This is an optimization exercise on Yosys and OpenROAD, whose aim is small area, a short achievable clock period and few clock cycles per item, not a production implementation. RTL that was checked went through simulation tests only; none was proved equivalent to the original.

## main
## lsc_mapper
module lsc_mapper (
    input  wire        clk,
    input  wire        rst,
    input  wire        in_valid,
    output wire        in_ready,
    input  wire        in_imm,
    input  wire        in_mtrunc,
    input  wire [15:0] in_value,
    input  wire [15:0] in_rmin,
    input  wire [15:0] in_rmax,
    output wire        out_valid,
    input  wire        out_ready,
    output wire [7:0]  out_angle,
    output wire [31:0] out_lux
);
==> module lsc_mapper_div3, before the edit <==
module lsc_mapper_div3 (
    input  wire [18:0] win,
    input  wire [15:0] dn,
    output wire [2:0]  q,
    output wire [15:0] rem
);
    function [16:0] dstep;       
        input [16:0] top;
        input [15:0] dn;
        reg   [17:0] t;
        begin
            t = {1'b0, top} + {2'b11, dn} + 18'd1;       
            dstep = t[17] ? {1'b0, top[15:0]} : {1'b1, t[15:0]};
        end
    endfunction
    wire [16:0] a = dstep(win[18:2], dn);
    wire [16:0] b = dstep({a[15:0], win[1]}, dn);
    wire [16:0] c = dstep({b[15:0], win[0]}, dn);
    assign q   = {a[16], b[16], c[16]};
    assign rem = c[15:0];
endmodule
==> module lsc_mapper, before the edit <==
module lsc_mapper (
    input  wire        clk,
    input  wire        rst,
    input  wire        in_valid,
    output wire        in_ready,
    input  wire        in_imm,
    input  wire        in_mtrunc,
    input  wire [15:0] in_value,
    input  wire [15:0] in_rmin,
    input  wire [15:0] in_rmax,
    output wire        out_valid,
    input  wire        out_ready,
    output wire [7:0]  out_angle,
    output wire [31:0] out_lux
);
    reg        k_valid;              
    reg        rdy;                  
    wire       adv = ~k_valid;       
    assign in_ready = rdy;
    reg        v0;
    reg        imm0, trunc0;
    reg [15:0] val0, rmin0, rmax0;
    function [1:0] add3;         
        input [1:0] a, b;
        case ({a, b})
            4'b0000: add3 = 2'd0; 4'b0001: add3 = 2'd1; 4'b0010: add3 = 2'd2;
            4'b0100: add3 = 2'd1; 4'b0101: add3 = 2'd2; 4'b0110: add3 = 2'd0;
            4'b1000: add3 = 2'd2; 4'b1001: add3 = 2'd0; 4'b1010: add3 = 2'd1;
            default: add3 = 2'd0;
        endcase
    endfunction
    function [1:0] dig3;         
        input [1:0] d;
        dig3 = {d[1] & ~d[0], d[0] & ~d[1]};
    endfunction
    function [1:0] pair3;        
        input [3:0] x;
        pair3 = add3(dig3(x[1:0]), dig3(x[3:2]));
    endfunction
    wire [1:0] vm3 = add3(add3(pair3(val0[3:0]),  pair3(val0[7:4])),
                          add3(pair3(val0[11:8]), pair3(val0[15:12])));
    wire [25:0] n_s1;
    wire [15:0] d_s1;
    lsc_mapper_front u_front (
        .val(val0), .vm3(vm3), .rmin(rmin0), .rmax(rmax0), .imm(imm0), .trunc(trunc0),
        .n(n_s1), .dn(d_s1)
    );
    reg        v1, neg1;
    reg [23:0] n1;
    reg [15:0] d1, val1;         
    wire [2:0]  q765;
    wire [15:0] rem765;
    lsc_mapper_div3 u_div765 (.win(n1[23:5]), .dn(d1), .q(q765), .rem(rem765));
    wire [16:0] ov_t   = {1'b0, n1[23:8]} + {1'b1, d1} + 17'd1;
    wire        ovf_s2 = ~ov_t[16];                          
    reg        v2, neg2, ovf2;
    reg [20:0] r2;               
    reg [2:0]  q2;
    reg [15:0] d2, val2;
    wire [2:0]  q432;
    wire [15:0] rem432;
    lsc_mapper_div3 u_div432 (.win(r2[20:2]), .dn(d2), .q(q432), .rem(rem432));
    wire [5:0]  qh = {q2, q432};                             
    wire [7:0]  lqh_s3;
    wire [1:0]  lrh_s3;
    wire [8:0]  llo_s3;
    lsc_mapper_lux_hi u_luxh (.val(val2), .q(lqh_s3), .r(lrh_s3), .lo9(llo_s3));
    reg        v3, neg3, ovf3;
    reg [17:0] r3;
    reg [5:0]  q3;
    reg [15:0] d3;
    reg [7:0]  lqh3;             
    reg [10:0] llo3;             
    wire [17:0] t1  = {1'b0, r3[17:1]} + {2'b11, d3} + 18'd1;       
    wire [15:0] rr1 = t1[17] ? r3[16:1] : t1[15:0];
    wire [17:0] t0  = {1'b0, rr1, r3[0]} + {2'b11, d3} + 18'd1;     
    wire [1:0]  q10 = {~t1[17], ~t0[17]};
    wire        sat = ovf3 | (q3 >= 6'd45);                  
    wire [7:0]  ang_s4 = neg3 ? 8'd0 : sat ? 8'd180 : {q3, q10};
    wire [10:0] lqq = llo3 / 11'd3;
    wire [10:0] lrr = llo3 % 11'd3;
    wire [8:0]  lql = lqq[8:0];
    wire [1:0]  lr  = lrr[1:0];
    wire [16:0] lq = {lqh3[7:0], lql};
    reg        o_valid;
    reg [7:0]  o_angle;
    reg [16:0] o_lux;
    reg [1:0]  o_r;
    reg [7:0]  k_angle;
    reg [16:0] k_lux;
    reg [1:0]  k_r;
    wire o_free = ~o_valid | out_ready;
    always @(posedge clk) begin
        if (rst) begin
            v0 <= 1'b0; v1 <= 1'b0; v2 <= 1'b0; v3 <= 1'b0;
            o_valid <= 1'b0;
            k_valid <= 1'b0;
            rdy     <= 1'b1;
        end else begin
            if (adv) begin
                v0 <= in_valid;
                v1 <= v0;
                v2 <= v1;
                v3 <= v2;
            end
            if (k_valid) begin
                if (out_ready) begin
                    o_valid <= 1'b1;
                    k_valid <= 1'b0;
                    rdy     <= 1'b1;
                end
            end else if (o_free) begin
                o_valid <= v3;
            end else if (v3) begin
                k_valid <= 1'b1;
                rdy     <= 1'b0;
            end
        end
        if (adv) begin
            imm0   <= in_imm;
            trunc0 <= ~in_imm & in_mtrunc;
            val0   <= in_value;
            rmin0  <= in_rmin;
            rmax0  <= in_rmax;
            n1   <= n_s1[23:0];
            neg1 <= n_s1[25];
            d1   <= d_s1;
            val1 <= val0;
            r2   <= {rem765, n1[4:0]};
            q2   <= q765;
            neg2 <= neg1;
            ovf2 <= ovf_s2;
            d2   <= d1;
            val2 <= val1;
            r3   <= {rem432, r2[1:0]};
            q3   <= qh;
            neg3 <= neg2;
            ovf3 <= ovf2;
            d3   <= d2;
            lqh3 <= lqh_s3;
            llo3 <= {lrh_s3, llo_s3};
        end
        if (k_valid) begin
            if (out_ready) begin
                o_angle <= k_angle;
                o_lux   <= k_lux;
                o_r     <= k_r;
            end
        end else if (o_free) begin
            o_angle <= ang_s4;
            o_lux   <= lq;
            o_r     <= lr;
        end else begin
            k_angle <= ang_s4;
            k_lux   <= lq;
            k_r     <= lr;
        end
    end
    assign out_valid = o_valid;
    assign out_angle = o_angle;
    assign out_lux = {o_lux,
                      o_r[1], o_r[0], o_r[1], o_r[0], o_r[1], o_r[0], o_r[1], o_r[0],
                      o_r[1], o_r[0], o_r[1], o_r[0], o_r[1], o_r[0], o_r[1]};
endmodule
clock: 22.0 ns
lec_check: 0
abc_area: 1
cap_margin: 20
core_margin: 2
core_utilization: 55
cts_buf_list: sky130_fd_sc_hd__clkbuf_16
cts_cluster_diameter: 80
cts_cluster_size: 20
slew_margin: 20
synth_hierarchical: 1
standard.sh (not shown) runs the stock make flow with config.mk's settings and CLKGATE_MAP_FILE= SYNTH_SCRIPT=/design/flow/synth_recipe.tcl, a recipe that flattens the netlist after the stock synthesis.
==> flow/flow/run.sh <==
#!/bin/bash
# Layout: the standard flow (standard synthesis, same constraints), with ORFS's
# repair_timing asked for a larger setup margin so that it also works on paths that
# already meet the 22 ns clock, and plain buffers on the ports.  Each tool's output
# goes to a log file here.
set -euo pipefail
bash standard.sh SETUP_SLACK_MARGIN=16 "BUFFER_PORTS_ARGS=-buffer_cell sky130_fd_sc_hd__buf_2" finish > flow_make.log 2>&1
Edits applied to the flow inputs when going from main to the feature branch:
--- a/flow/design.v
+++ b/flow/design.v
@@ -45,8 +45,8 @@
     assign dn = ~(rmax - rmin);
 endmodule
-module lsc_mapper_div3 (
-    input  wire [18:0] win,
+module lsc_mapper_div2 (
+    input  wire [17:0] win,
     input  wire [15:0] dn,
-    output wire [2:0]  q,
+    output wire [1:0]  q,
     output wire [15:0] rem
 );
@@ -60,9 +60,21 @@
         end
     endfunction
-    wire [16:0] a = dstep(win[18:2], dn);
-    wire [16:0] b = dstep({a[15:0], win[1]}, dn);
-    wire [16:0] c = dstep({b[15:0], win[0]}, dn);
-    assign q   = {a[16], b[16], c[16]};
-    assign rem = c[15:0];
+    wire [16:0] a = dstep(win[17:1], dn);
+    wire [16:0] b = dstep({a[15:0], win[0]}, dn);
+    assign q   = {a[16], b[16]};
+    assign rem = b[15:0];
+endmodule
+module lsc_mapper_div3 (
+    input  wire [18:0] win,
+    input  wire [15:0] dn,
+    output wire [2:0]  q,
+    output wire [15:0] rem
+);
+    wire [1:0]  qa;
+    wire [15:0] ra;
+    lsc_mapper_div2 u2 (.win(win[18:1]), .dn(dn), .q(qa), .rem(ra));
+    wire [17:0] t = {1'b0, ra, win[0]} + {2'b11, dn} + 18'd1;   
+    assign q   = {qa, ~t[17]};
+    assign rem = t[17] ? {ra[14:0], win[0]} : t[15:0];
 endmodule
 module lsc_mapper_lux_hi (
@@ -170,5 +182,8 @@
     reg [16:0] k_lux;
     reg [1:0]  k_r;
-    wire o_free = ~o_valid | out_ready;
+    wire o_free  = ~o_valid | out_ready;
+    wire o_sel_k = k_valid & out_ready;          
+    wire o_sel_n = ~k_valid & o_free;            
+    wire o_hold  = ~(o_sel_k | o_sel_n);
     always @(posedge clk) begin
         if (rst) begin
@@ -221,15 +236,8 @@
             llo3 <= {lrh_s3, llo_s3};
         end
-        if (k_valid) begin
-            if (out_ready) begin
-                o_angle <= k_angle;
-                o_lux   <= k_lux;
-                o_r     <= k_r;
-            end
-        end else if (o_free) begin
-            o_angle <= ang_s4;
-            o_lux   <= lq;
-            o_r     <= lr;
-        end else begin
+        o_angle <= ({8{o_sel_k}}  & k_angle) | ({8{o_sel_n}}  & ang_s4) | ({8{o_hold}}  & o_angle);
+        o_lux   <= ({17{o_sel_k}} & k_lux)   | ({17{o_sel_n}} & lq)     | ({17{o_hold}} & o_lux);
+        o_r     <= ({2{o_sel_k}}  & k_r)     | ({2{o_sel_n}}  & lr)     | ({2{o_hold}}  & o_r);
+        if (~k_valid & ~o_free) begin
             k_angle <= ang_s4;
             k_lux   <= lq;
==> comparison <==
First-pass detailed-route iteration total ends up higher on the feature branch.
Share of the clock period used by the worst path came out lower on the feature branch than on main.
Delta (the feature branch minus main): HPWL after detailed placement saw an increase; clock tree buffer count of the final layout went down by about 4%; relative area change from synthesis to final layout now smaller; placer congestion estimate saw an increase.
The feature branch vs main: total routing resource utilization after global routing down
Testbench counts of the feature branch, summed over its fixed seeds: cycles 2,088, items 2,048.
No functional check of the RTL was part of main.

==> static timing again, ports no longer ideal <==
How much do the figures lean on ideal ports? The routed layouts below were timed once more, with nothing changed but the port constraints.
Step 1: set_driving_cell puts a clkbuf_16 on clk and a buf_2 on each other input, an assumption about the parent block.
Step 2 also shifts input and output timing later by t, the mid clock arrival at the registers, as if the neighbouring blocks saw the same clock.
Slacks: ideal / step 1 / step 2; pairs: ideal / step 1.
run | t (ns) | slack for setup (ns) | hold slack, ns | clock arrival spread, ns
main | 0.636 | 16.277 / 16.277 / 16.059 | 0.413 / 0.413 / 0.413 | 0.048 / 0.048
the feature branch | 0.615 | 16.378 / 16.314 / 16.186 | 0.411 / 0.411 / 0.411 | 0.035 / 0.034
After both steps every run listed still meets setup and hold. The setup slack of main, which loses most, moves by 0.000 ns with the drivers and by -0.218 ns with both steps.
